Background: an optimization exercise with open tools, aiming at small area, a short achievable clock period and few clock cycles per item. Do not read the settings as production practice.
The RTL was checked by simulation tests, not by an equivalence proof against the original design.

`config.mk`:
```
export PLATFORM = sky130hd
export DESIGN_NAME = qam_demap_pack
export DESIGN_NICKNAME = qam_demap_pack
export VERILOG_FILES = /design/flow/design.v
export SDC_FILE = /design/flow/constraint.sdc
export NUM_CORES = 4
export LEC_CHECK = 0
export CAP_MARGIN = 20
export CORE_MARGIN = 2
export CORE_UTILIZATION = 40
export SLEW_MARGIN = 20
```
`constraint.sdc`:
```
create_clock -name core_clock -period 13.0 [get_ports {clk}]
set_input_delay 2.6000 -clock core_clock [delete_from_list [all_inputs] [get_ports {clk}]]
set_output_delay 2.6000 -clock core_clock [all_outputs]
set_load 0.01 [all_outputs]
```
`design.v`:
```
module qam_demap_pack (
    input  wire               clk,
    input  wire               rst,         
    input  wire               cfg_we,
    input  wire [3:0]         cfg_idx,
    input  wire signed [15:0] cfg_re,
    input  wire signed [15:0] cfg_im,
    input  wire [3:0]         cfg_code,
    input  wire               in_valid,
    output wire               in_ready,
    input  wire signed [15:0] in_re,
    input  wire signed [15:0] in_im,
    input  wire               in_last,
    output reg                out_valid,
    input  wire               out_ready,
    output reg  [7:0]         out_char,
    output reg                out_last,
    output wire               idle
);
    localparam [1:0] S_IDLE = 2'd0,
                     S_SCAN = 2'd1,
                     S_EMIT = 2'd2;
    reg signed [15:0] tab_re   [0:15];
    reg signed [15:0] tab_im   [0:15];
    reg        [3:0]  tab_code [0:15];
    function [15:0] level;
        input [1:0] a;
        case (a)
            2'd0: level = 16'hD000;    
            2'd1: level = 16'hF000;    
            2'd2: level = 16'h1000;    
            default: level = 16'h3000;  
        endcase
    endfunction
    function [1:0] gray;
        input [1:0] a;
        gray = a ^ (a >> 1);
    endfunction
    integer i;
    always @(posedge clk) begin
        if (rst) begin
            for (i = 0; i < 16; i = i + 1) begin
                tab_re[i]   <= level(i[3:2]);
                tab_im[i]   <= level(i[1:0]);
                tab_code[i] <= {gray(i[3:2]), gray(i[1:0])};
            end
        end else if (cfg_we) begin
            tab_re[cfg_idx]   <= cfg_re;
            tab_im[cfg_idx]   <= cfg_im;
            tab_code[cfg_idx] <= cfg_code;
        end
    end
    reg [1:0]         state;
    reg [3:0]         j;
    reg signed [15:0] z_re, z_im;
    reg               z_last;
    reg [33:0]        best_d;
    reg [3:0]         best_code;
    wire signed [16:0] dre = z_re - tab_re[j];
    wire signed [16:0] dim = z_im - tab_im[j];
    wire [33:0]        dist_j = dre * dre + dim * dim;
    wire               closer = (j == 4'd0) || (dist_j < best_d);
    reg               half_valid;
    reg [3:0]         half_code;
    wire out_free = !out_valid || out_ready;
    assign in_ready = (state == S_IDLE);
    assign idle     = (state == S_IDLE);
    always @(posedge clk) begin
        if (rst) begin
            state      <= S_IDLE;
            j          <= 4'd0;
            z_re       <= 16'sd0;
            z_im       <= 16'sd0;
            z_last     <= 1'b0;
            best_d     <= 34'd0;
            best_code  <= 4'd0;
            half_valid <= 1'b0;
            half_code  <= 4'd0;
            out_valid  <= 1'b0;
            out_char   <= 8'd0;
            out_last   <= 1'b0;
        end else begin
            if (out_valid && out_ready)
                out_valid <= 1'b0;
            case (state)
                S_IDLE: begin
                    if (in_valid) begin
                        z_re   <= in_re;
                        z_im   <= in_im;
                        z_last <= in_last;
                        j      <= 4'd0;
                        state  <= S_SCAN;
                    end
                end
                S_SCAN: begin
                    if (closer) begin
                        best_d    <= dist_j;
                        best_code <= tab_code[j];
                    end
                    j <= j + 4'd1;
                    if (j == 4'd15)
                        state <= S_EMIT;
                end
                S_EMIT: begin
                    if (!half_valid) begin
                        half_valid <= !z_last;
                        half_code  <= best_code;
                        state      <= S_IDLE;
                    end else if (out_free) begin
                        out_valid  <= 1'b1;
                        out_char   <= {half_code, best_code};
                        out_last   <= z_last;
                        half_valid <= 1'b0;
                        state      <= S_IDLE;
                    end
                end
                default: state <= S_IDLE;
            endcase
        end
    end
endmodule
```
`run.sh`:
```
#!/bin/bash
# synth_recipe.tcl (not shown) runs the flow's synth.tcl, then flattens the netlist and writes it again
# the make line also repeats each setting of config.mk as NAME=value (left out here)
make -C /OpenROAD-flow-scripts/flow DESIGN_CONFIG=/design/flow/config.mk WORK_HOME=/design/flow/orfs CLKGATE_MAP_FILE= SYNTH_SCRIPT=/design/flow/synth_recipe.tcl finish
```
==> summary.txt <==
==> routing by layer <==
layer	up-vias	track usage (%)
met5	-	0
met4	8	6.15
met3	205	2.94
met2	976	38.5
met1	16700	28.4
li1	14100	-
==> worst min-delay path: stages, from the launching register on <==
cell and delay (ps):
dfxtp_1 310, nand2_1 50, a21oi_1 50
==> final timing paths <==
path	slack, ps	endpoint	from	cells past startpoint
min reg2reg	460	z_re[8]	z_re[8]	2
max reg2reg	340	best_d[31]	flop	45
min	460	z_re[8]	z_re[8]	2
max	340	best_d[31]	flop	45
==> state kept, by name, summed over array words and instances (netlist names), 4 cells and up, named ones only <==
| name | cells |
|---|---|
| out_char | 8 |
| j | 4 |
| best_code | 4 |
| tab_re | 256 |
| tab_code | 64 |
| tab_im | 256 |
| best_d | 34 |
| half_code | 4 |
| z_im | 16 |
| z_re | 16 |
==> stage by stage <==
step                hold slack, ps  utilization [%]  setup WS (ps)
finish                         460             45.3            344
CTS                            461             44.7           50.1
global placement               445             42.9            142
global route                   485             45.3          -91.5
detailed placement             451             42.9          -24.0
floorplan                      436                -            185
==> area by class of cell <==
type                            instances  share of cell area, %
Antenna cell                            3                 0.0130
Clock buffer                           96                   3.47
Clock inverter                         32                  0.532
Inverter                              761                   5.00
Multi-Input combinational cell       2616                   49.3
Sequential cell                       672                   33.4
Tap cell                             1662                   3.61
Timing Repair Buffer                  305                   4.74
Timing Repair inverter                  1                0.00869
==> cells by family (layout without fill, tap and decap cells) <==
group / Yosys count / after routing / synth area share, %
AOI/OAI and AO/OA: 223 / 223 / 2.97
muxes: 224 / 224 / 8.80
and+or+nand+nor: 1277 / 1277 / 13.0
adders and majority gates: 811 / 811 / 28.8
buffers and inverters: 982 / 1195 / 7.34
other: 0 / 3 / 0
xor gates and xnor gates: 81 / 81 / 1.45
DFF: 672 / 672 / 37.6
==> Yosys cell counts, types with 43 or more instances <==
cell type  number
clkbuf_1      180
ha_1          204
a21oi_1        76
mux4_2        180
edfxtp_1      576
xnor2_1        60
nand2b_1       47
dfxtp_1        96
inv_1         746
nand2_1       224
or3_1          90
nor2_1        314
and2_1        474
mux2i_1        43
fa_1          607
==> repair_timing <==
item	CTS	global route
gates resized for setup	2	70
gates cloned	0	2
pin swaps	0	15
setup buffers	0	53
setup endpoints to repair	1	38
==> summary.md <==
| Metric | Value |
|---|---|
| Synth warnings | `1` |
| Post-synth top area cell | `edfxtp_1` |
| Clock latency (worst-skew pair) | `between 600 and 700 ps` |
| Worst-margin pin slew | `between 900 and 1000 ps` |
| Rel. slew slack | `between 30% and 40%` |
| CP Capture Type | `flop` |
| # hold bufs at CTS | `0` |
| Post-Layout Cell Count | `6148` |
| Yosys reg bits | `672` |
| Hold Path Class | `reg -> reg` |
| Root Buffer Master | `clkbuf_16` |
| Die ar. | `131000 um2` |
| Post-synthesis sequential area ratio | `37.6%` |
| Met2 routed WL | `73500 um` |
| Placed cells | `5962` |
| Synthesized net count | `between 5k and 6k` |
| CTS Buffer Depth | `3` |
| Final GP Congestion | `roughly 0.9` |
| Initial antenna violation count | `13` |
| Detailed placement HPWL | `between 90000 and 100000 um` |
| Final worst path period need | `approximately 13000 ps` |
| PortBufs | `just under 90` |
| Crit-path max FO | `15` |
| Crit path kind | `reg -> reg` |
| Placed cell area | `approximately 55000 um2` |
| Vias in the first global route | `~34k` |
| DRT Wirelength | `~140000 um` |
| Total GRT Usage | `between 20% and 30%` |
| Layout Nets | `roughly 5.3k` |
| Floorplan die width | `approximately 360 um` |
| CTS buffer count | `between 70 and 80` |
| Register area | `19200 um2` |
| GRT Residual Overflow | `0` |
| Setup TNS | `0 ps` |
| Htree depth | `3` |
| CP bufs+invs | `10` |
| DRC | `0` |
| Gate Count Post-Synth | `approximately 4.3k` |
| Req. time, crit path | `approximately 14000 ps` |
| Height of the die | `361 um` |
| DRT antenna net count | `0` |
| Status | `complete, no violations` |
| Clock transition at path regs | `roughly 60 ps` |
| Ys flop type | `edfxtp_1` |
| Max-slew violations | `0` |
| CP max-delay cell | `fa_1` |
| Drt wl/cell | `~23 um` |
| Synth cell types | `80` |
| TritonCTS Sinks | `about 670` |
| Top Family by Delay on Critical Path | `adder cells` |
| Post-Syn Area per Cell | `roughly 12 um2` |
| M1 WL | `approximately 57000 um` |
| Multi-input logic area | `28400 um2` |
| Fill cells | `11.6k` |
| Clock Skew | `approximately 17 ps` |
| DR iter-0 viols | `2701` |
| Commonest non-fill, non-tap cell in the layout | `inv_1` |
| Yosys top cell area share | `around 34%` |
| Fin crit share | `a little over nine tenths` |
| CTS tree | `done` |
| First-pass GRT wire length | `~210000 um` |
| Synth async-reset ratio | `0%` |
| Hold Fails Final Rpt | `0` |
| Maxcap violations | `0` |
| Fin area | `57600 um2` |
| Setup Viol. Count Final | `0` |
| Commonest cells after routing, fill and taps aside | `inv_1, fa_1, edfxtp_1` |
| Max Used Layer | `met5` |
| Met3 WL | `8460 um` |
| Number of enable flip-flop cells after synthesis | `~580` |
| Critical Path AT | `between 10000 and 15000 ps` |
| Synth area leaders | `edfxtp_1, fa_1, mux4_2, and2_1, inv_1` |
| Core ar. | `about 130000 um2` |
| Cell area after synthesis | `approximately 51000 um2` |
| Area grow syn2layout | `12.8%` |
| Rows | `roughly 130` |
| Post-detailed-route via-to-cell ratio | `about 5.2` |
| Largest net degree at the start of global routing | `between 50 and 60` |
| Crit start category | `flop` |
| Crit path top cell by count | `fa_1` |
| Starting Density | `40.1%` |
| First-pass DRT Iterations | `6` |
| Worst path max stage delay | `slightly below 600 ps` |
| Layout cells sized above 1 | `between 10 and 15%` |
| I/O pin total | `90` |
| Fmax | `between 0.07 and 0.08 GHz` |
| Routed vias | `between 30k and 40k` |
Testbench counts, summed over its fixed seeds: cycles 36,872, symbols 2,048.

[port drivers added, routing unchanged]
The results above use ideal ports. As a check the final layout listed here was re-extracted and re-timed, cells and wires unchanged. Step 1, drivers: a clkbuf_16 drives clk and a buf_2 each remaining input, both assumed. Step 2 adds t to the input delays and takes it off the output delays; t is the mean of the earliest and latest rising clock arrival at the registers after step 1. Input paths then give back, and output paths get back, about the clock's delay inside the block. Three values: ideal ports, drivers, drivers and shift; two values: the first two.
shift t [ns]: 0.694
setup WS [ns]: 0.344 / 0.344 / 0.344
worst setup path after step 2: register to register
After both steps setup and hold are still met in this run. For this run, drivers alone change the setup slack by 0.000 ns; drivers and shift together by 0.000 ns.
